This is an optimization exercise on Yosys and OpenROAD, whose aim is small area, a short achievable clock period and few clock cycles per item, not a production implementation.
Function was checked by simulation only, so behaviour that the tests miss may differ from the original.
Power figures rest on the tool's default switching activity, not on a simulated workload.

==> design.v <==
module therm_rom_l2 (input wire cls, input wire [1:0] p, output wire [17:0] th);
    wire [2:0] a = {cls, p};
    assign th = (a[2] ? (a[1] ? (a[0] ? 18'd10782 : 18'd17378) : 18'd229376) : (a[1] ? (a[0] ? 18'd11152 : 18'd17728) : (a[0] ? 18'd160848 : 18'd229376)));
endmodule
module therm_rom_l3a (input wire cls, input wire [1:0] p, output wire [17:0] th);
    wire [2:0] a = {cls, p};
    assign th = (a[2] ? (a[1] ? (a[0] ? 18'd11270 : 18'd25104) : 18'd229376) : (a[1] ? (a[0] ? 18'd11737 : 18'd24186) : 18'd229376));
endmodule
module therm_rom_l3b (input wire cls, input wire [1:0] p, output wire [17:0] th);
    wire [2:0] a = {cls, p};
    assign th = (a[2] ? (a[1] ? (a[0] ? 18'd10501 : 18'd13872) : (a[0] ? 18'd97784 : 18'd229376)) : (a[1] ? (a[0] ? 18'd10790 : 18'd14472) : (a[0] ? 18'd73108 : 18'd229376)));
endmodule
module therm_rom_l4a (input wire cls, input wire [2:0] p, output wire [17:0] th);
    wire [3:0] a = {cls, p};
    assign th = (a[3] ? (a[2] ? (a[1] ? (a[0] ? 18'd10623 : 18'd11646) : (a[0] ? 18'd15301 : 18'd32280)) : (a[1] ? (a[0] ? 18'd154320 : 18'd229376) : 18'd229376)) : (a[2] ? (a[1] ? (a[0] ? 18'd10950 : 18'd12165) : (a[0] ? 18'd15838 : 18'd29726)) : (a[1] ? (a[0] ? 18'd106208 : 18'd229376) : 18'd229376)));
endmodule
module therm_rom_l4b (input wire cls, input wire [2:0] p, output wire [17:0] th);
    wire [3:0] a = {cls, p};
    assign th = (a[3] ? (a[2] ? (a[1] ? (a[0] ? 18'd10240 : 18'd10991) : (a[0] ? 18'd12871 : 18'd20456)) : (a[1] ? (a[0] ? 18'd65028 : 18'd229376) : 18'd229376)) : (a[2] ? (a[1] ? (a[0] ? 18'd10662 : 18'd11408) : (a[0] ? 18'd13470 : 18'd20384)) : (a[1] ? (a[0] ? 18'd52468 : 18'd229376) : 18'd229376)));
endmodule
module therm_rom_l5a (input wire cls, input wire [3:0] p, output wire [17:0] th);
    wire [4:0] a = {cls, p};
    assign th = (a[4] ? (a[3] ? (a[2] ? (a[1] ? (a[0] ? 18'd10240 : 18'd10697) : (a[0] ? 18'd11120 : 18'd11882)) : (a[1] ? (a[0] ? 18'd13328 : 18'd16241) : (a[0] ? 18'd22534 : 18'd37288))) : (a[2] ? (a[1] ? (a[0] ? 18'd79252 : 18'd197312) : 18'd229376) : 18'd229376)) : (a[3] ? (a[2] ? (a[1] ? (a[0] ? 18'd10722 : 18'd11045) : (a[0] ? 18'd11562 : 18'd12426)) : (a[1] ? (a[0] ? 18'd13933 : 18'd16704) : (a[0] ? 18'd22112 : 18'd33428))) : (a[2] ? (a[1] ? (a[0] ? 18'd61612 : 18'd130024) : 18'd229376) : 18'd229376)));
endmodule
module therm_rom_l5b (input wire cls, input wire [3:0] p, output wire [17:0] th);
    wire [4:0] a = {cls, p};
    assign th = (a[4] ? (a[3] ? (a[2] ? (a[1] ? (a[0] ? 18'd10240 : 18'd10558) : (a[0] ? 18'd10879 : 18'd11444)) : (a[1] ? (a[0] ? 18'd12486 : 18'd14521) : (a[0] ? 18'd18763 : 18'd28294))) : (a[2] ? (a[1] ? (a[0] ? 18'd54024 : 18'd122112) : 18'd229376) : 18'd229376)) : (a[3] ? (a[2] ? (a[1] ? (a[0] ? 18'd10607 : 18'd10865) : (a[0] ? 18'd11272 : 18'd11937)) : (a[1] ? (a[0] ? 18'd13071 : 18'd15100) : (a[0] ? 18'd18940 : 18'd26690))) : (a[2] ? (a[1] ? (a[0] ? 18'd45148 : 18'd87660) : (a[0] ? 18'd201056 : 18'd229376)) : 18'd229376)));
endmodule
module therm_rom_l6a (input wire cls, input wire [4:0] p, output wire [17:0] th);
    wire [5:0] a = {cls, p};
    assign th = (a[5] ? (a[4] ? (a[3] ? (a[2] ? (a[1] ? 18'd10240 : (a[0] ? 18'd10589 : 18'd10738)) : (a[1] ? (a[0] ? 18'd10933 : 18'd11192) : (a[0] ? 18'd11541 : 18'd12015))) : (a[2] ? (a[1] ? (a[0] ? 18'd12670 : 18'd13588) : (a[0] ? 18'd14893 : 18'd16782)) : (a[1] ? (a[0] ? 18'd19566 : 18'd23750) : (a[0] ? 18'd30174 : 18'd40264)))) : (a[3] ? (a[2] ? (a[1] ? (a[0] ? 18'd59176 : 18'd87896) : (a[0] ? 18'd137072 : 18'd229376)) : 18'd229376) : 18'd229376)) : (a[4] ? (a[3] ? (a[2] ? (a[1] ? (a[0] ? 18'd10634 : 18'd10755) : (a[0] ? 18'd10906 : 18'd11097)) : (a[1] ? (a[0] ? 18'd11338 : 18'd11647) : (a[0] ? 18'd12047 : 18'd12570))) : (a[2] ? (a[1] ? (a[0] ? 18'd13263 : 18'd14192) : (a[0] ? 18'd15454 : 18'd17194)) : (a[1] ? (a[0] ? 18'd19631 : 18'd23100) : (a[0] ? 18'd28134 : 18'd35580)))) : (a[3] ? (a[2] ? (a[1] ? (a[0] ? 18'd48608 : 18'd67028) : (a[0] ? 18'd96364 : 18'd144432)) : 18'd229376) : 18'd229376)));
endmodule
module therm_rom_l6b (input wire cls, input wire [4:0] p, output wire [17:0] th);
    wire [5:0] a = {cls, p};
    assign th = (a[5] ? (a[4] ? (a[3] ? (a[2] ? (a[1] ? 18'd10240 : (a[0] ? 18'd10529 : 18'd10659)) : (a[1] ? (a[0] ? 18'd10829 : 18'd11053) : (a[0] ? 18'd11353 : 18'd11759))) : (a[2] ? (a[1] ? (a[0] ? 18'd12316 : 18'd13090) : (a[0] ? 18'd14182 : 18'd15748)) : (a[1] ? (a[0] ? 18'd18036 : 18'd21440) : (a[0] ? 18'd26612 : 18'd34638)))) : (a[3] ? (a[2] ? (a[1] ? (a[0] ? 18'd49476 : 18'd71676) : (a[0] ? 18'd109104 : 18'd174240)) : 18'd229376) : 18'd229376)) : (a[4] ? (a[3] ? (a[2] ? (a[1] ? (a[0] ? 18'd10582 : 18'd10691) : (a[0] ? 18'd10826 : 18'd10996)) : (a[1] ? (a[0] ? 18'd11210 : 18'd11483) : (a[0] ? 18'd11834 : 18'd12291))) : (a[2] ? (a[1] ? (a[0] ? 18'd12892 : 18'd13693) : (a[0] ? 18'd14774 : 18'd16253)) : (a[1] ? (a[0] ? 18'd18308 : 18'd21210) : (a[0] ? 18'd25378 : 18'd31484)))) : (a[3] ? (a[2] ? (a[1] ? (a[0] ? 18'd42043 : 18'd56784) : (a[0] ? 18'd79952 : 18'd117360)) : (a[1] ? (a[0] ? 18'd179584 : 18'd229376) : 18'd229376)) : 18'd229376)));
endmodule
module therm_rom_l7a (input wire cls, input wire [5:0] p, output wire [17:0] th);
    wire [6:0] a = {cls, p};
    assign th = (a[6] ? (a[5] ? (a[4] ? (a[3] ? (a[2] ? (a[1] ? 18'd10240 : (a[0] ? 18'd10240 : 18'd10488)) : (a[1] ? (a[0] ? 18'd10543 : 18'd10606) : (a[0] ? 18'd10678 : 18'd10760))) : (a[2] ? (a[1] ? (a[0] ? 18'd10854 : 18'd10962) : (a[0] ? 18'd11086 : 18'd11230)) : (a[1] ? (a[0] ? 18'd11398 : 18'd11592) : (a[0] ? 18'd11820 : 18'd12086)))) : (a[3] ? (a[2] ? (a[1] ? (a[0] ? 18'd12399 : 18'd12768) : (a[0] ? 18'd13206 : 18'd13726)) : (a[1] ? (a[0] ? 18'd14348 : 18'd15092) : (a[0] ? 18'd15989 : 18'd17074))) : (a[2] ? (a[1] ? (a[0] ? 18'd18390 : 18'd20000) : (a[0] ? 18'd21974 : 18'd24408)) : (a[1] ? (a[0] ? 18'd27428 : 18'd31196) : (a[0] ? 18'd35924 : 18'd41891))))) : (a[4] ? (a[3] ? (a[2] ? (a[1] ? (a[0] ? 18'd51680 : 18'd62008) : (a[0] ? 18'd75340 : 18'd92672)) : (a[1] ? (a[0] ? 18'd115384 : 18'd145376) : (a[0] ? 18'd185344 : 18'd229376))) : 18'd229376) : 18'd229376)) : (a[5] ? (a[4] ? (a[3] ? (a[2] ? (a[1] ? (a[0] ? 18'd10594 : 18'd10647) : (a[0] ? 18'd10706 : 18'd10772)) : (a[1] ? (a[0] ? 18'd10846 : 18'd10928) : (a[0] ? 18'd11020 : 18'd11124))) : (a[2] ? (a[1] ? (a[0] ? 18'd11240 : 18'd11372) : (a[0] ? 18'd11522 : 18'd11692)) : (a[1] ? (a[0] ? 18'd11885 : 18'd12105) : (a[0] ? 18'd12357 : 18'd12647)))) : (a[3] ? (a[2] ? (a[1] ? (a[0] ? 18'd12980 : 18'd13365) : (a[0] ? 18'd13811 : 18'd14329)) : (a[1] ? (a[0] ? 18'd14934 : 18'd15642) : (a[0] ? 18'd16474 : 18'd17455))) : (a[2] ? (a[1] ? (a[0] ? 18'd18618 : 18'd20000) : (a[0] ? 18'd21650 : 18'd23632)) : (a[1] ? (a[0] ? 18'd26018 : 18'd28910) : (a[0] ? 18'd32432 : 18'd36740))))) : (a[4] ? (a[3] ? (a[2] ? (a[1] ? (a[0] ? 18'd43554 : 18'd50486) : (a[0] ? 18'd59130 : 18'd69980)) : (a[1] ? (a[0] ? 18'd83688 : 18'd101136) : (a[0] ? 18'd123488 : 18'd152368))) : (a[2] ? (a[1] ? (a[0] ? 18'd189952 : 18'd229376) : 18'd229376) : 18'd229376)) : 18'd229376)));
endmodule
module therm_rom_l7b (input wire cls, input wire [5:0] p, output wire [17:0] th);
    wire [6:0] a = {cls, p};
    assign th = (a[6] ? (a[5] ? (a[4] ? (a[3] ? (a[2] ? 18'd10240 : (a[1] ? (a[0] ? 18'd10515 : 18'd10574) : (a[0] ? 18'd10641 : 18'd10717))) : (a[2] ? (a[1] ? (a[0] ? 18'd10805 : 18'd10906) : (a[0] ? 18'd11022 : 18'd11156)) : (a[1] ? (a[0] ? 18'd11311 : 18'd11491) : (a[0] ? 18'd11702 : 18'd11947)))) : (a[3] ? (a[2] ? (a[1] ? (a[0] ? 18'd12236 : 18'd12576) : (a[0] ? 18'd12978 : 18'd13455)) : (a[1] ? (a[0] ? 18'd14023 : 18'd14703) : (a[0] ? 18'd15520 : 18'd16505))) : (a[2] ? (a[1] ? (a[0] ? 18'd17700 : 18'd19154) : (a[0] ? 18'd20936 : 18'd23126)) : (a[1] ? (a[0] ? 18'd25836 : 18'd29208) : (a[0] ? 18'd33424 : 18'd38732))))) : (a[4] ? (a[3] ? (a[2] ? (a[1] ? (a[0] ? 18'd47402 : 18'd56520) : (a[0] ? 18'd68244 : 18'd83432)) : (a[1] ? (a[0] ? 18'd103248 : 18'd129328) : (a[0] ? 18'd163920 : 18'd210208))) : 18'd229376) : 18'd229376)) : (a[5] ? (a[4] ? (a[3] ? (a[2] ? (a[1] ? (a[0] ? 18'd10570 : 18'd10620) : (a[0] ? 18'd10676 : 18'd10738)) : (a[1] ? (a[0] ? 18'd10808 : 18'd10886) : (a[0] ? 18'd10972 : 18'd11070))) : (a[2] ? (a[1] ? (a[0] ? 18'd11180 : 18'd11304) : (a[0] ? 18'd11445 : 18'd11604)) : (a[1] ? (a[0] ? 18'd11785 : 18'd11991) : (a[0] ? 18'd12227 : 18'd12497)))) : (a[3] ? (a[2] ? (a[1] ? (a[0] ? 18'd12807 : 18'd13165) : (a[0] ? 18'd13580 : 18'd14060)) : (a[1] ? (a[0] ? 18'd14620 : 18'd15274) : (a[0] ? 18'd16041 : 18'd16944))) : (a[2] ? (a[1] ? (a[0] ? 18'd18012 : 18'd19278) : (a[0] ? 18'd20788 : 18'd22596)) : (a[1] ? (a[0] ? 18'd24768 : 18'd27394) : (a[0] ? 18'd30584 : 18'd34476))))) : (a[4] ? (a[3] ? (a[2] ? (a[1] ? (a[0] ? 18'd40611 : 18'd46832) : (a[0] ? 18'd54566 : 18'd64244)) : (a[1] ? (a[0] ? 18'd76428 : 18'd91880) : (a[0] ? 18'd111608 : 18'd136992))) : (a[2] ? (a[1] ? (a[0] ? 18'd169904 : 18'd212928) : 18'd229376) : 18'd229376)) : 18'd229376)));
endmodule
module therm_conv (
    input  wire        clk,
    input  wire        rst,
    input  wire        in_valid,
    output wire        in_ready,
    input  wire [4:0]  in_chan,
    input  wire [15:0] in_rail,
    input  wire [15:0] in_v,
    input  wire [15:0] in_range,
    output wire        out_valid,
    input  wire        out_ready,
    output wire        out_ok,
    output wire [7:0]  out_temp
);
    reg        a_v, a_cls, a_nok, a_vok, a_e;
    reg [15:0] a_rail, a_d;
    reg        rdy;
    wire       acc = in_valid & rdy;
    always @(posedge clk) begin
        a_v    <= acc & ~rst;
        a_cls  <= (in_chan > 5'd2);
        a_nok  <= (in_range <= 16'd1500);
        a_vok  <= (in_v >= 16'd3000);
        a_e    <= ({2'd0, in_rail} >= {in_v, 2'd0});
        a_rail <= in_rail;
        a_d    <= in_v;
    end
    wire [16:0] b_df  = {1'b0, a_rail} - {1'b0, a_d};
    wire        b_okn = a_nok & a_vok & ~b_df[16] & (b_df[15:0] >= 16'd3000);
    reg        b_v, b_cls, b_ok, b_e;
    reg [20:0] b_r25;
    reg [15:0] b_d;
    always @(posedge clk) begin
        b_v   <= a_v & ~rst;
        b_cls <= a_cls;
        b_ok  <= b_okn;
        b_r25 <= {1'b0, a_rail, 4'd0} + {2'b0, a_rail, 3'd0} + {5'd0, a_rail};
        b_e   <= a_e;
        b_d   <= a_d;
    end
    wire [25:0] c_mm = {b_r25, 4'd0} + {1'b0, b_r25, 3'd0} + {5'd0, b_r25};
    reg        c_v, c_cls, c_ok, c_e;
    reg [27:0] c_m;            
    reg [15:0] c_d;
    always @(posedge clk) begin
        c_v   <= b_v & ~rst;
        c_cls <= b_cls;
        c_ok  <= b_ok;
        c_m   <= b_e ? {2'd0, c_mm} : {c_mm, 2'd0};
        c_e   <= b_e;
        c_d   <= b_d;
    end
    wire [16:0] d0_r = {3'd0, c_m[27:14]};
    wire [15:0] d0_x = {c_m[13:0], 2'd0};
    wire [15:0] d0_d = c_d;
    wire        d0_e = c_e;
    wire        d0_ok = c_ok, d0_cls = c_cls, d0_v = c_v;
    wire [16:0] s0_t  = {d0_r[15:0], d0_x[15]};
    wire        s0_ad = d0_r[16];     
    wire [16:0] s0_r  = s0_t + ({1'b0, d0_d} ^ {17{~s0_ad}}) + {16'd0, ~s0_ad};
    wire [15:0] s0_x  = {d0_x[14:0], ~s0_r[16]};
    reg  [16:0] p0_r; reg [15:0] p0_d; reg [15:0] p0_x; reg p0_e; reg p0_ok, p0_cls, p0_v;
    always @(posedge clk) begin p0_r <= s0_r; p0_d <= d0_d; p0_x <= s0_x; p0_e <= d0_e; p0_ok <= d0_ok; p0_cls <= d0_cls; p0_v <= d0_v & ~rst; end
    wire [16:0] s1_t  = {p0_r[15:0], p0_x[15]};
    wire        s1_ad = p0_r[16];     
    wire [16:0] s1_r  = s1_t + ({1'b0, p0_d} ^ {17{~s1_ad}}) + {16'd0, ~s1_ad};
    wire [15:0] s1_x  = {p0_x[14:0], ~s1_r[16]};
    reg  [16:0] p1_r; reg [15:0] p1_d; reg [15:0] p1_x; reg p1_e; reg p1_ok, p1_cls, p1_v;
    always @(posedge clk) begin p1_r <= s1_r; p1_d <= p0_d; p1_x <= s1_x; p1_e <= p0_e; p1_ok <= p0_ok; p1_cls <= p0_cls; p1_v <= p0_v & ~rst; end
    wire [16:0] s2_t  = {p1_r[15:0], p1_x[15]};
    wire        s2_ad = p1_r[16];     
    wire [16:0] s2_r  = s2_t + ({1'b0, p1_d} ^ {17{~s2_ad}}) + {16'd0, ~s2_ad};
    wire [15:0] s2_x  = {p1_x[14:0], ~s2_r[16]};
    reg  [16:0] p2_r; reg [15:0] p2_d; reg [15:0] p2_x; reg p2_e; reg p2_ok, p2_cls, p2_v;
    always @(posedge clk) begin p2_r <= s2_r; p2_d <= p1_d; p2_x <= s2_x; p2_e <= p1_e; p2_ok <= p1_ok; p2_cls <= p1_cls; p2_v <= p1_v & ~rst; end
    wire [16:0] s3_t  = {p2_r[15:0], p2_x[15]};
    wire        s3_ad = p2_r[16];     
    wire [16:0] s3_r  = s3_t + ({1'b0, p2_d} ^ {17{~s3_ad}}) + {16'd0, ~s3_ad};
    wire [15:0] s3_x  = {p2_x[14:0], ~s3_r[16]};
    reg  [16:0] p3_r; reg [15:0] p3_d; reg [15:0] p3_x; reg p3_e; reg p3_ok, p3_cls, p3_v;
    always @(posedge clk) begin p3_r <= s3_r; p3_d <= p2_d; p3_x <= s3_x; p3_e <= p2_e; p3_ok <= p2_ok; p3_cls <= p2_cls; p3_v <= p2_v & ~rst; end
    wire [16:0] s4_t  = {p3_r[15:0], p3_x[15]};
    wire        s4_ad = p3_r[16];     
    wire [16:0] s4_r  = s4_t + ({1'b0, p3_d} ^ {17{~s4_ad}}) + {16'd0, ~s4_ad};
    wire [15:0] s4_x  = {p3_x[14:0], ~s4_r[16]};
    reg  [16:0] p4_r; reg [15:0] p4_d; reg [15:0] p4_x; reg p4_e; reg p4_ok, p4_cls, p4_v;
    always @(posedge clk) begin p4_r <= s4_r; p4_d <= p3_d; p4_x <= s4_x; p4_e <= p3_e; p4_ok <= p3_ok; p4_cls <= p3_cls; p4_v <= p3_v & ~rst; end
    wire [16:0] s5_t  = {p4_r[15:0], p4_x[15]};
    wire        s5_ad = p4_r[16];     
    wire [16:0] s5_r  = s5_t + ({1'b0, p4_d} ^ {17{~s5_ad}}) + {16'd0, ~s5_ad};
    wire [15:0] s5_x  = {p4_x[14:0], ~s5_r[16]};
    reg  [16:0] p5_r; reg [15:0] p5_d; reg [15:0] p5_x; reg p5_e; reg p5_ok, p5_cls, p5_v;
    always @(posedge clk) begin p5_r <= s5_r; p5_d <= p4_d; p5_x <= s5_x; p5_e <= p4_e; p5_ok <= p4_ok; p5_cls <= p4_cls; p5_v <= p4_v & ~rst; end
    wire [16:0] s6_t  = {p5_r[15:0], p5_x[15]};
    wire        s6_ad = p5_r[16];     
    wire [16:0] s6_r  = s6_t + ({1'b0, p5_d} ^ {17{~s6_ad}}) + {16'd0, ~s6_ad};
    wire [15:0] s6_x  = {p5_x[14:0], ~s6_r[16]};
    reg  [16:0] p6_r; reg [15:0] p6_d; reg [15:0] p6_x; reg p6_e; reg p6_ok, p6_cls, p6_v;
    always @(posedge clk) begin p6_r <= s6_r; p6_d <= p5_d; p6_x <= s6_x; p6_e <= p5_e; p6_ok <= p5_ok; p6_cls <= p5_cls; p6_v <= p5_v & ~rst; end
    wire [16:0] s7_t  = {p6_r[15:0], p6_x[15]};
    wire        s7_ad = p6_r[16];     
    wire [16:0] s7_r  = s7_t + ({1'b0, p6_d} ^ {17{~s7_ad}}) + {16'd0, ~s7_ad};
    wire [15:0] s7_x  = {p6_x[14:0], ~s7_r[16]};
    reg  [16:0] p7_r; reg [15:0] p7_d; reg [15:0] p7_x; reg p7_e; reg p7_ok, p7_cls, p7_v;
    always @(posedge clk) begin p7_r <= s7_r; p7_d <= p6_d; p7_x <= s7_x; p7_e <= p6_e; p7_ok <= p6_ok; p7_cls <= p6_cls; p7_v <= p6_v & ~rst; end
    wire [16:0] s8_t  = {p7_r[15:0], p7_x[15]};
    wire        s8_ad = p7_r[16];     
    wire [16:0] s8_r  = s8_t + ({1'b0, p7_d} ^ {17{~s8_ad}}) + {16'd0, ~s8_ad};
    wire [15:0] s8_x  = {p7_x[14:0], ~s8_r[16]};
    reg  [16:0] p8_r; reg [15:0] p8_d; reg [15:0] p8_x; reg p8_e; reg p8_ok, p8_cls, p8_v;
    always @(posedge clk) begin p8_r <= s8_r; p8_d <= p7_d; p8_x <= s8_x; p8_e <= p7_e; p8_ok <= p7_ok; p8_cls <= p7_cls; p8_v <= p7_v & ~rst; end
    wire [16:0] s9_t  = {p8_r[15:0], p8_x[15]};
    wire        s9_ad = p8_r[16];     
    wire [16:0] s9_r  = s9_t + ({1'b0, p8_d} ^ {17{~s9_ad}}) + {16'd0, ~s9_ad};
    wire [15:0] s9_x  = {p8_x[14:0], ~s9_r[16]};
    reg  [16:0] p9_r; reg [15:0] p9_d; reg [15:0] p9_x; reg p9_e; reg p9_ok, p9_cls, p9_v;
    always @(posedge clk) begin p9_r <= s9_r; p9_d <= p8_d; p9_x <= s9_x; p9_e <= p8_e; p9_ok <= p8_ok; p9_cls <= p8_cls; p9_v <= p8_v & ~rst; end
    wire [16:0] s10_t  = {p9_r[15:0], p9_x[15]};
    wire        s10_ad = p9_r[16];     
    wire [16:0] s10_r  = s10_t + ({1'b0, p9_d} ^ {17{~s10_ad}}) + {16'd0, ~s10_ad};
    wire [15:0] s10_x  = {p9_x[14:0], ~s10_r[16]};
    reg  [16:0] p10_r; reg [15:0] p10_d; reg [15:0] p10_x; reg p10_e; reg p10_ok, p10_cls, p10_v;
    always @(posedge clk) begin p10_r <= s10_r; p10_d <= p9_d; p10_x <= s10_x; p10_e <= p9_e; p10_ok <= p9_ok; p10_cls <= p9_cls; p10_v <= p9_v & ~rst; end
    wire [16:0] s11_t  = {p10_r[15:0], p10_x[15]};
    wire        s11_ad = p10_r[16];     
    wire [16:0] s11_r  = s11_t + ({1'b0, p10_d} ^ {17{~s11_ad}}) + {16'd0, ~s11_ad};
    wire [15:0] s11_x  = {p10_x[14:0], ~s11_r[16]};
    reg  [16:0] p11_r; reg [15:0] p11_d; reg [15:0] p11_x; reg p11_e; reg p11_ok, p11_cls, p11_v;
    always @(posedge clk) begin p11_r <= s11_r; p11_d <= p10_d; p11_x <= s11_x; p11_e <= p10_e; p11_ok <= p10_ok; p11_cls <= p10_cls; p11_v <= p10_v & ~rst; end
    wire [16:0] s12_t  = {p11_r[15:0], p11_x[15]};
    wire        s12_ad = p11_r[16];     
    wire [16:0] s12_r  = s12_t + ({1'b0, p11_d} ^ {17{~s12_ad}}) + {16'd0, ~s12_ad};
    wire [15:0] s12_x  = {p11_x[14:0], ~s12_r[16]};
    reg  [16:0] p12_r; reg [15:0] p12_d; reg [15:0] p12_x; reg p12_e; reg p12_ok, p12_cls, p12_v;
    always @(posedge clk) begin p12_r <= s12_r; p12_d <= p11_d; p12_x <= s12_x; p12_e <= p11_e; p12_ok <= p11_ok; p12_cls <= p11_cls; p12_v <= p11_v & ~rst; end
    wire [16:0] s13_t  = {p12_r[15:0], p12_x[15]};
    wire        s13_ad = p12_r[16];     
    wire [16:0] s13_r  = s13_t + ({1'b0, p12_d} ^ {17{~s13_ad}}) + {16'd0, ~s13_ad};
    wire [15:0] s13_x  = {p12_x[14:0], ~s13_r[16]};
    reg  [16:0] p13_r; reg [15:0] p13_d; reg [15:0] p13_x; reg p13_e; reg p13_ok, p13_cls, p13_v;
    always @(posedge clk) begin p13_r <= s13_r; p13_d <= p12_d; p13_x <= s13_x; p13_e <= p12_e; p13_ok <= p12_ok; p13_cls <= p12_cls; p13_v <= p12_v & ~rst; end
    wire [16:0] s14_t  = {p13_r[15:0], p13_x[15]};
    wire        s14_ad = p13_r[16];     
    wire [16:0] s14_r  = s14_t + ({1'b0, p13_d} ^ {17{~s14_ad}}) + {16'd0, ~s14_ad};
    wire [15:0] s14_x  = {p13_x[14:0], ~s14_r[16]};
    reg  [16:0] p14_r; reg [15:0] p14_d; reg [15:0] p14_x; reg p14_e; reg p14_ok, p14_cls, p14_v;
    always @(posedge clk) begin p14_r <= s14_r; p14_d <= p13_d; p14_x <= s14_x; p14_e <= p13_e; p14_ok <= p13_ok; p14_cls <= p13_cls; p14_v <= p13_v & ~rst; end
    wire [16:0] s15_t  = {p14_r[15:0], p14_x[15]};
    wire        s15_ad = p14_r[16];     
    wire [16:0] s15_r  = s15_t + ({1'b0, p14_d} ^ {17{~s15_ad}}) + {16'd0, ~s15_ad};
    wire [15:0] s15_x  = {p14_x[14:0], ~s15_r[16]};
    reg  [15:0] p15_x; reg p15_e; reg p15_ok, p15_cls, p15_v;
    always @(posedge clk) begin p15_x <= s15_x; p15_e <= p14_e; p15_ok <= p14_ok; p15_cls <= p14_cls; p15_v <= p14_v & ~rst; end
    wire [15:0] qn = p15_x;
    wire        qe = p15_e;
    wire [17:0] q  = qe ? {qn, 2'd0} : {2'd0, qn};    
    wire        q_ok = p15_ok, q_cls = p15_cls, q_v = p15_v;
    wire [2:0] e0_le;
    assign e0_le[0] = ({2'd0, qn} <= (q_cls ? (qe ? 18'd11363 : 18'd45454) : (qe ? 18'd9813 : 18'd39252)));
    assign e0_le[1] = ({2'd0, qn} <= (q_cls ? (qe ? 18'd57344 : 18'd229376) : (qe ? 18'd57344 : 18'd229376)));
    assign e0_le[2] = ({2'd0, qn} <= (q_cls ? (qe ? 18'd3040 : 18'd12160) : (qe ? 18'd3181 : 18'd12726)));
    wire [1:0] e0_b;
    assign e0_b[1] = e0_le[0];
    assign e0_b[0] = (e0_b[1] ? e0_le[2] : e0_le[1]);
    wire [17:0] e0_tn;
    therm_rom_l2 u_l2 (.cls(q_cls), .p(e0_b), .th(e0_tn));
    reg [17:0] f0_q, f0_t; reg [1:0] f0_p; reg f0_ok, f0_cls, f0_v;
    always @(posedge clk) begin f0_q <= q; f0_t <= e0_tn; f0_p <= e0_b; f0_ok <= q_ok; f0_cls <= q_cls; f0_v <= q_v & ~rst; end
    wire        e1_b = (f0_q <= f0_t);
    wire [17:0] e1_t0, e1_t1;
    therm_rom_l3a u_l3a (.cls(f0_cls), .p(f0_p), .th(e1_t0));
    therm_rom_l3b u_l3b (.cls(f0_cls), .p(f0_p), .th(e1_t1));
    reg [17:0] f1_q, f1_t; reg [2:0] f1_p; reg f1_ok, f1_cls, f1_v;
    always @(posedge clk) begin f1_q <= f0_q; f1_t <= e1_b ? e1_t1 : e1_t0; f1_p <= {f0_p, e1_b}; f1_ok <= f0_ok; f1_cls <= f0_cls; f1_v <= f0_v & ~rst; end
    wire        e2_b = (f1_q <= f1_t);
    wire [17:0] e2_t0, e2_t1;
    therm_rom_l4a u_l4a (.cls(f1_cls), .p(f1_p), .th(e2_t0));
    therm_rom_l4b u_l4b (.cls(f1_cls), .p(f1_p), .th(e2_t1));
    reg [17:0] f2_q, f2_t; reg [3:0] f2_p; reg f2_ok, f2_cls, f2_v;
    always @(posedge clk) begin f2_q <= f1_q; f2_t <= e2_b ? e2_t1 : e2_t0; f2_p <= {f1_p, e2_b}; f2_ok <= f1_ok; f2_cls <= f1_cls; f2_v <= f1_v & ~rst; end
    wire        e3_b = (f2_q <= f2_t);
    wire [17:0] e3_t0, e3_t1;
    therm_rom_l5a u_l5a (.cls(f2_cls), .p(f2_p), .th(e3_t0));
    therm_rom_l5b u_l5b (.cls(f2_cls), .p(f2_p), .th(e3_t1));
    reg [17:0] f3_q, f3_t; reg [4:0] f3_p; reg f3_ok, f3_cls, f3_v;
    always @(posedge clk) begin f3_q <= f2_q; f3_t <= e3_b ? e3_t1 : e3_t0; f3_p <= {f2_p, e3_b}; f3_ok <= f2_ok; f3_cls <= f2_cls; f3_v <= f2_v & ~rst; end
    wire        e4_b = (f3_q <= f3_t);
    wire [17:0] e4_t0, e4_t1;
    therm_rom_l6a u_l6a (.cls(f3_cls), .p(f3_p), .th(e4_t0));
    therm_rom_l6b u_l6b (.cls(f3_cls), .p(f3_p), .th(e4_t1));
    reg [17:0] f4_q, f4_t; reg [5:0] f4_p; reg f4_ok, f4_cls, f4_v;
    always @(posedge clk) begin f4_q <= f3_q; f4_t <= e4_b ? e4_t1 : e4_t0; f4_p <= {f3_p, e4_b}; f4_ok <= f3_ok; f4_cls <= f3_cls; f4_v <= f3_v & ~rst; end
    wire        e5_b = (f4_q <= f4_t);
    wire [17:0] e5_t0, e5_t1;
    therm_rom_l7a u_l7a (.cls(f4_cls), .p(f4_p), .th(e5_t0));
    therm_rom_l7b u_l7b (.cls(f4_cls), .p(f4_p), .th(e5_t1));
    reg [17:0] f5_q, f5_t; reg [6:0] f5_p; reg f5_ok, f5_cls, f5_v;
    always @(posedge clk) begin f5_q <= f4_q; f5_t <= e5_b ? e5_t1 : e5_t0; f5_p <= {f4_p, e5_b}; f5_ok <= f4_ok; f5_cls <= f4_cls; f5_v <= f4_v & ~rst; end
    wire        e6_b = (f5_q <= f5_t);
    reg [7:0] f6_p; reg f6_ok, f6_v;
    always @(posedge clk) begin f6_p <= {f5_p, e6_b}; f6_ok <= f5_ok; f6_v <= f5_v & ~rst; end
    wire        e_v = f6_v;
    wire [7:0]  e_d = f6_ok ? (f6_p ^ 8'h80) : 8'h80;
    reg  [7:0]  mem [0:26];
    reg  [4:0]  wp, rp;
    reg         fne;       
    reg         ov;
    reg  [8:0]  od;
    reg  [4:0]  cnt;     
    wire [7:0]  hd   = fne ? mem[rp] : e_d;
    wire        hok  = (hd != 8'h80);
    wire        hv   = fne | e_v;
    wire        ld   = ~ov | out_ready;
    wire        pop  = ld & hv;
    wire        dlv  = ov & out_ready;
    wire [4:0]  wp1 = (wp == 5'd26) ? 5'd0 : wp + 1'b1;
    wire [4:0]  rp1 = (rp == 5'd26) ? 5'd0 : rp + 1'b1;
    always @(posedge clk) begin
        if (e_v) mem[wp] <= e_d;
        if (ld) od <= {hok, hok ? hd : 8'h00};
        if (rst) begin
            wp <= 0; rp <= 0; fne <= 1'b0; ov <= 1'b0; cnt <= 0; rdy <= 1'b1;
        end else begin
            if (e_v) wp <= wp1;
            if (pop) rp <= rp1;
            if (e_v & ~pop) fne <= 1'b1;
            else if (pop & ~e_v) fne <= (rp1 != wp);
            if (ld) ov <= hv;
            case ({acc, dlv})
                2'b10:   begin cnt <= cnt + 1'b1; rdy <= (cnt + 1 < 28); end
                2'b01:   begin cnt <= cnt - 1'b1; rdy <= (cnt - 1 < 28); end
                default: rdy <= (cnt < 28);
            endcase
        end
    end
    assign in_ready  = rdy;
    assign out_valid = ov;
    assign out_ok    = od[8];
    assign out_temp  = od[7:0];
endmodule
==> flow/run.sh <==
#!/bin/bash
# Layout flow: the standard flow (standard.sh), with timing repair aiming
# below the clock period (a larger setup-slack margin), so that the achieved
# period shrinks.  Each tool's full output is in the ORFS logs under orfs/logs;
# make's own output goes to flow_make.log.
set -euo pipefail
export SETUP_SLACK_MARGIN=6.6
bash ./standard.sh finish > flow_make.log 2>&1
==> standard.sh <==
#!/bin/bash
# synth_recipe.tcl (not shown) runs the flow's synth.tcl, then flattens the netlist and writes it again
# the make line also repeats each setting of config.mk as NAME=value (left out here)
make -C /OpenROAD-flow-scripts/flow DESIGN_CONFIG=/design/flow/config.mk WORK_HOME=/design/flow/orfs CLKGATE_MAP_FILE= SYNTH_SCRIPT=/design/flow/synth_recipe.tcl "${@:-finish}"
==> config.mk <==
export PLATFORM = sky130hd
export DESIGN_NAME = therm_conv
export DESIGN_NICKNAME = therm_conv
export VERILOG_FILES = /design/flow/design.v
export SDC_FILE = /design/flow/constraint.sdc
export NUM_CORES = 4
export LEC_CHECK = 0
export CAP_MARGIN = 20
export CORE_MARGIN = 2
export CORE_UTILIZATION = 65
export CTS_BUF_LIST = sky130_fd_sc_hd__clkbuf_8
export CTS_CLUSTER_DIAMETER = 35
export CTS_CLUSTER_SIZE = 12
export SLEW_MARGIN = 20
export SYNTH_MEMORY_MAX_BITS = 16384
==> constraint.sdc <==
create_clock -name core_clock -period 10.0 [get_ports {clk}]
set_input_delay 2.0000 -clock core_clock [delete_from_list [all_inputs] [get_ports {clk}]]
set_output_delay 2.0000 -clock core_clock [all_outputs]
set_load 0.01 [all_outputs]
==> results of run 1 <==
-- cells in the mapped netlist (90+ instances only) --
cell,n
ha_1,528
o21ai_0,344
dfxtp_1,1199
nor2_1,376
inv_1,317
a21oi_1,381
nor3_1,90
clkbuf_1,160
nor2b_1,97
xor2_1,103
edfxtp_1,225
nand2_1,391
a21o_1,105
xnor2_1,400
-- layout make-up --
type	count	area, sq um
sequential	1424	30820
multi-input combinational	3882	29130
fill	6842	26390
clock buffer	209	2877
tap	1265	1583
clock inverter	129	1433
inverter	327	1242
timing repair buffer	128	1111
antenna	1	2.502
-- logic make-up (layout without fill, tap and decap cells) --
family                   count (synthesis)  after routing  synth area share (%)
multiplexers                           144            144                 3.684
AND/OR/NAND/NOR                       1325           1325                 10.04
adder cells (fa/ha/maj)                577            577                 12.28
flip-flops                            1424           1424                 49.80
AO/OA/AOI/OAI                         1333           1333                 13.70
XOR/XNOR                               503            503                 7.132
buffers and inverters                  537            793                 3.364
other                                    0              1                     0
-- how the worst max path moves through the flow --
stage               startpoint           to  cells after the start  slack [ns]
floorplan            out_ready       cnt[4]                     10        6.52
global placement     out_ready       cnt[4]                     11        5.87
detailed placement   out_ready          fne                      8        5.86
CTS                         ov    out_valid                      1        6.43
global route             od[1]  out_temp[1]                      1        6.53
finish                   od[1]  out_temp[1]                      1        6.59
-- routing by layer --
| metal | track usage [%] | share of wire, % | vias up |
|---|---|---|---|
| met5 | 0 | 0 | - |
| met2 | 50.67 | 51 | 1261 |
| li1 | - | - | 20800 |
| met1 | 32.30 | 39 | 20030 |
| met4 | 12.41 | 4.2 | 0 |
| met3 | 4.313 | 5.1 | 351 |
-- metrics by stage --
step / cell area (sq um) / hold slack [ns] / cells
6_report: 68200 / 0.3005 / 7365
5_1_grt: 68200 / 0.3184 / 7365
4_1_cts: 67930 / 0.2923 / 7353
3_5_place_dp: 63570 / 0.3121 / 7008
3_3_place_gp: 63570 / 0.3096 / 7008
2_1_floorplan: 61830 / 0.3089 / 5843
-- power by group through the flow --
stage                     clock [W]  combinational, W  sequential (W)
final                       0.00481            0.0139         0.00846
after global routing        0.00516            0.0156         0.00862
after CTS                   0.00492            0.0137         0.00848
after detailed placement          0            0.0136         0.00859
after global placement            0            0.0133         0.00856
after floorplan                   0            0.0109         0.00812
-- state kept, by name, summed over array words and instances, names as in the netlist, 18 cells and up, named ones only --
signal and count:
b_r25 21, c_m 28, f0_q 18, f1_q 18, f2_q 18, f2_t 18, f3_q 18, f3_t 18
f4_q 18, f4_t 18, f5_q 18, f5_t 18, mem 216
-- worst reg2reg max path: stages, from the launching register on --
cell,delay [ns]
dfxtp_4,0.52
buf_12,0.31
mux4_2,0.64
mux4_2,0.56
mux2i_1,0.37
a21oi_1,0.19
nor4_2,0.33
a21oi_1,0.11
-- timing repair --
item / in CTS / in global routing
buffers inserted: 7 / 10
endpoints found under the setup margin: 42 / 56
resized for setup: 60 / 53
hold endpoints to repair: 0 / 0
pin swaps: 0 / 7
==> flow_summary_export.csv, run 1 <==
group,metric,value,unit
logic_synthesis,synth_top_area_cell,"dfxtp_1",
floorplanning,die_y,312.3,um
hold_path,hold-path-cell-count,0,
critical_path,path_class,"flip-flop to output pin",
sta,worst_slack,6.590,ns
sta,relSlewSlack,26.47,%
grt,grt_antenna_before_repair,1,
final_layout,final_common_cell,"dfxtp_1",
sta,tns,0,ns
route,wl_per_cell,18.33,um
critical_path,slowest_delay,0.39,ns
sta,tightest_slew,1.103,ns
pwr,p_per_area,398.4,nW/um^2
logic_synthesis,syn-cell-area,61770,sq um
grt,grt_use_total,27.86,%
critical_path,path_buf_inv,1,
final_layout,drive_above_1_share,9.674,%
sta,rsz0062_at_grt,"yes",
floorplanning,ios,68,
route,totalWireLength,135000,um
hold_path,min_to,"p5_x[5]",
logic_synthesis,yosysWarnings,1,
final_layout,layout_common_cells,"1,166 x dfxtp_1, 523 x ha_1, 400 x xnor2_1",
pwr,p_clk_share,17.7,%
grt,grt_pass1_wl,219600,um
critical_path,crit_family,"flip-flops",
critical_path,crit_arrival,1.41,ns
pwr,p_switching,0.01103,W
hold_path,hold_path_class,"flip-flop to flip-flop",
logic_synthesis,syn_inst,5843,
pwr,ir_drop,0.0003048,V
cts,numCtsBuffers,190,
critical_path,cp_cell_sequence,"buf_2",
floorplanning,initial_core_util,65.31,%
floorplanning,fp.dieW,312.3,um
route,first_pass_iters,7,
route,ant_nets,0,
route,vias,42440,
job,maxCapViolCount,0,
critical_path,r2r_setup_slack,6.71,ns
critical_path,cp-start-kind,"flip-flop",
final_layout,final_util,72.10,%
pwr,switching_share,40.60,%
cts,clk_pin_slew,0.07,ns
route,initialDrtViolationCount,3241,
critical_path,path_max_fanout,1,
logic_synthesis,yosys_most_used_dff,"dfxtp_1",
pwr,internal_power,0.01614,W
final_layout,syn_to_final_growth,10.41,%
status,status,"complete, no violations",
floorplanning,rows,113,
cts,worstSkewPairLatency,0.87,ns
sta,finalHoldViolations,0,
sta,min_period,3.410,ns
sta,slew_violations,0,
pwr,combPwrFrac,51.2,%
logic_synthesis,syn_nets,6477,
logic_synthesis,ys_seq_area_share,49.80,%
logic_synthesis,ys_seq_elements,1424,
sta,fin_skew,0.05623,ns
pwr,total_power,0.02717,W
logic_synthesis,synth-edff-count,225,
grt,grt_start_max_net_pins,96,
critical_path,crit_slowest_cell,"edfxtp_1",
route,drc_errors,0,
placement,hpwl,96160,um
logic_synthesis,postSynthAreaPerCell,10.57,sq um
cts,cts_sinks,1424,
logic_synthesis,synth_area_leaders,"dfxtp_1 39%, edfxtp_1 11%, ha_1 11%",
pwr,p_leak,28.89,nW
floorplanning,die_area,97510,sq um
final_layout,fin_nets,6587,
grt,gr-total-overflow,0,
placement,pre_cts_slack,5.860,ns
placement,place_congestion,0.9584,
sta,finalSetupViolations,0,
logic_synthesis,async_reset_ff_share,0,%
critical_path,required,8.00,ns
logic_synthesis,synth_top_cell_area_share,38.86,%
grt,grt_pass1_vias,42720,
sta,fmax,293.3,MHz
cts,cts.hold.buffers_added,0,
cts,htree_num_levels,4,
critical_path,r2r-end,"od[7]",
cts,cts_tree,"done",
floorplanning,fp.coreArea,94590,sq um
hold_path,hold_start,"p4_x[4]",
sta,post-route-period-util,34.10,%
cts,clock_path_buffers,3,
pwr,p_seq_share,31.1,%
logic_synthesis,ys_types,89,
critical_path,r2r_cells,7,
route,via_per_inst,5.763,
cts,cts_root_buf,"clkbuf_8",
placement,io_buffer_count,67,
critical_path,endpoint_kind,"output pin",
Testbench counts, summed over its fixed seeds: cycles 1,816, items 1,600.
==> run 2: changes to the inputs <==
--- a/config.mk
+++ b/config.mk
@@ -8,8 +8,5 @@
 export CAP_MARGIN = 20
 export CORE_MARGIN = 2
 export CORE_UTILIZATION = 65
-export CTS_BUF_LIST = sky130_fd_sc_hd__clkbuf_8
-export CTS_CLUSTER_DIAMETER = 35
-export CTS_CLUSTER_SIZE = 12
 export SLEW_MARGIN = 20
 export SYNTH_MEMORY_MAX_BITS = 16384
==> run 2 against run 1 <==
- area after synthesis unchanged
- critical path depth rose by 16
- hold slack better by 0.015 ns
- critical endpoint is now f0_t[13]
- first-iteration DRC count up 5.7%
- sequential share of layout area fell by 0.44 points
- sequential power hardly changed
- final cell count fell by 1.2%
- wire length rose by 3.2%
- register-to-register slack worse by 0.09 ns
- power up 3.2%
==> flow_summary_export.csv, run 2 <==
group,metric,value,unit
status,status,"complete, no violations",
logic_synthesis,synth_top_family_by_area,"compound AO/OA/AOI/OAI gates",
pwr,p_switching,0.01107,W
cts,clk_pin_slew,0.06,ns
pwr,p_seq_share,30.2,%
pwr,switching_share,39.50,%
logic_synthesis,yosysMostFrequentCell,"dfxtp_1",
sta,fin_skew,0.03574,ns
logic_synthesis,synth_common_cells,"1,199 x dfxtp_1, 528 x ha_1, 400 x xnor2_1",
hold_path,hold_path_class,"flip-flop to flip-flop",
sta,finalSetupViolations,0,
critical_path,r2r-end,"f0_t[13]",
logic_synthesis,synth_top_area_cell,"dfxtp_1",
cts,cts_tree,"done",
cts,cts_root_buf,"clkbuf_16",
route,vias,42530,
logic_synthesis,synth_area_leaders,"dfxtp_1 39%, edfxtp_1 11%, ha_1 11%",
floorplanning,fp.coreArea,94590,sq um
grt,grt_pass1_wl,225200,um
logic_synthesis,syn-cell-area,61770,sq um
floorplanning,die_y,312.3,um
logic_synthesis,postSynthAreaPerCell,10.57,sq um
cts,numCtsBuffers,141,
critical_path,path_max_fanout,9,
placement,place_congestion,0.9584,
sta,tns,0,ns
logic_synthesis,synth_top_cell_area_share,38.86,%
logic_synthesis,synth_compound_area_share,13.70,%
logic_synthesis,synth-adder-area-share,12.28,%
sta,rsz0062_at_grt,"yes",
sta,post-route-period-util,33.83,%
route,ant_nets,0,
sta,min_period,3.383,ns
pwr,p_leak,29.10,nW
logic_synthesis,yosys_most_used_dff,"dfxtp_1",
pwr,internal_power,0.01697,W
logic_synthesis,ys_types,89,
cts,htree_num_levels,4,
critical_path,r2r_cells,17,
final_layout,final_common_cell,"dfxtp_1",
final_layout,layout_common_cells,"1,167 x dfxtp_1, 523 x ha_1, 400 x xnor2_1",
pwr,combPwrFrac,49.9,%
critical_path,crit_arrival,4.03,ns
sta,fmax,295.6,MHz
final_layout,num_antenna_cells,0,
grt,gr-total-overflow,0,
grt,grt_use_total,28.72,%
critical_path,timing.rr.start,"p15_cls",
logic_synthesis,ys_seq_area_share,49.80,%
logic_synthesis,syn_nets,6477,
logic_synthesis,syn_inst,5843,
route,first_pass_iters,6,
logic_synthesis,muxShareOfSynthArea,3.684,%
final_layout,top_register,"mem",
logic_synthesis,synth-simple-area-share,10.04,%
hold_path,min_to,"p1_x[6]",
pwr,p_clk_share,19.8,%
floorplanning,fp.dieW,312.3,um
logic_synthesis,async_reset_ff_share,0,%
sta,tightest_slew,1.088,ns
placement,hpwl,96160,um
final_layout,stdcell_count,7275,
logic_synthesis,synth_xor_area_share,7.132,%
pwr,p_per_area,407.2,nW/um^2
floorplanning,ios,68,
logic_synthesis,synth-edff-count,225,
hold_path,hold-path-cell-count,0,
final_layout,drive_above_1_share,8.319,%
placement,io_buffer_count,67,
final_layout,syn_to_final_growth,11.47,%
logic_synthesis,yosysWarnings,1,
final_layout,largest_reg_flops,216,
sta,finalHoldViolations,0,
floorplanning,initial_core_util,65.31,%
sta,slew_violations,0,
route,drc_errors,0,
final_layout,top_regs,"mem (216), c_m (28), b_r25 (21)",
floorplanning,die_area,97510,sq um
grt,grt_pass1_vias,43030,
route,totalWireLength,139300,um
grt,grt_start_max_net_pins,96,
cts,clock_path_buffers,3,
floorplanning,rows,113,
job,maxCapViolCount,0,
critical_path,cp-start-kind,"flip-flop",
critical_path,r2r_setup_slack,6.62,ns
critical_path,endpoint_kind,"flip-flop",
pwr,ir_drop,0.0003021,V
final_layout,fin_nets,6529,
grt,grt_antenna_before_repair,0,
logic_synthesis,ys_seq_elements,1424,
hold_path,hold_start,"p0_x[5]",
route,initialDrtViolationCount,3425,
route,via_per_inst,5.847,
sta,relSlewSlack,27.43,%
route,wl_per_cell,19.14,um
critical_path,required,10.64,ns
cts,cts_sinks,1424,
cts,cts.hold.buffers_added,0,
critical_path,path_class,"flip-flop to flip-flop",
cts,worstSkewPairLatency,0.76,ns
placement,place_inst,7008,
[run 2: what timing repair did]
item / CTS / global route
buffers inserted: 8 / 1
resized for setup: 57 / 55
endpoints found under the hold margin: 0 / 0
setup endpoints to repair: 43 / 52
pin swaps: 1 / 8
[run 2: how the worst max path moves through the flow]
stage                   start         to  slack [ns]  cells past startpoint
finish                p15_cls   f0_t[13]        6.62                     17
floorplan           out_ready     cnt[4]        6.52                     10
global route          p15_cls   f0_t[13]        6.42                     17
CTS                 a_rail[1]  b_r25[20]        6.60                     13
detailed placement  out_ready        fne        5.86                      8
global placement    out_ready     cnt[4]        5.87                     11
[run 2: final cells by class]
| type | instances | area (sq um) |
|---|---|---|
| inverters | 327 | 1239 |
| multi-input cells | 3882 | 29140 |
| well taps | 1265 | 1583 |
| clock inverters | 62 | 842.1 |
| flip-flops and latches | 1424 | 30820 |
| clock buffers | 196 | 4175 |
| repair buffers | 119 | 1055 |
| fillers | 6693 | 25730 |
[run 2: power groups by stage]
stage / clock network (W) / registers (W) / logic (W)
floorplan: 0 / 0.00812 / 0.0109
global placement: 0 / 0.00856 / 0.0133
detailed placement: 0 / 0.00859 / 0.0136
CTS: 0.00565 / 0.00851 / 0.0138
global route: 0.00589 / 0.00864 / 0.0157
finish: 0.00556 / 0.00848 / 0.0140
[run 2: per-stage QoR]
| step | util (%) | instance area [sq um] | total power (W) | setup slack (ns) | hold slack (ns) |
|---|---|---|---|---|---|
| final | 72.80 | 68860 | 0.02804 | 6.617 | 0.3154 |
| after global placement | 67.21 | 63570 | 0.02189 | 5.866 | 0.3096 |
| after detailed placement | 67.21 | 63570 | 0.02216 | 5.860 | 0.3121 |
| after CTS | 72.61 | 68680 | 0.02794 | 6.603 | 0.3163 |
| after floorplan | - | 61830 | 0.01907 | 6.515 | 0.3089 |
| after global routing | 72.80 | 68860 | 0.03022 | 6.421 | 0.3258 |
[run 2: critical path, stage by stage, from the launching register on]
cell	delay [ns]
dfxtp_4	0.37
inv_8	0.08
ha_4	0.15
inv_1	0.06
ha_1	0.28
a21o_1	0.16
a21o_1	0.16
a21o_1	0.17
a21o_1	0.17
a211o_1	0.30
a221oi_2	0.26
a21oi_2	0.08
inv_2	0.07
mux2_2	0.35
ha_2	0.20
inv_1	0.07
nor2_1	0.05
a311o_1	0.30
[run 2: metal layers]
| layer | routed length, um | GRT usage (%) | vias up |
|---|---|---|---|
| met5 | 0 | 0 | - |
| met4 | 5605 | 11.77 | 0 |
| met3 | 7166 | 4.526 | 341 |
| met2 | 72290 | 52.78 | 1261 |
| met1 | 54210 | 33.18 | 20270 |
| li1 | - | - | 20660 |
[run 2: cell families (layout without fill, tap and decap cells)]
logic type | count (synthesis) | after routing
flip-flops | 1424 | 1424
XOR/XNOR | 503 | 503
buffers and inverters | 537 | 704
adder cells (fa/ha/maj) | 577 | 577
AO/OA/AOI/OAI | 1333 | 1333
AND/OR/NAND/NOR | 1325 | 1325
multiplexers | 144 | 144

-- afterwards: timing with drivers on the ports --
No port has a modelled driver above. Below, the same layouts with a new extraction and two added sets of constraints. Step 1 sets driving cells, clkbuf_16 on the clock port and buf_2 on the other inputs (assumed; they add their load-dependent delay and slew). Step 2, shift: input delay + t, output delay - t, t = (earliest + latest rising clock arrival at the registers) / 2. This alone moves slack from input paths to output paths. Three values: ideal, step 1, step 2; two values: the first two.
run | shift t [ns] | slack for setup (ns) | worst register clock-pin slew, ns
run 1 | 0.918 | 6.590 / 6.522 / 5.864 | 0.08 / 0.08
run 2 | 0.810 | 6.617 / 6.582 / 5.975 | 0.07 / 0.07
After both steps setup and hold are still met in every run listed. The setup slack of run 1, which loses most, moves by -0.068 ns with the drivers and by -0.726 ns with both steps.
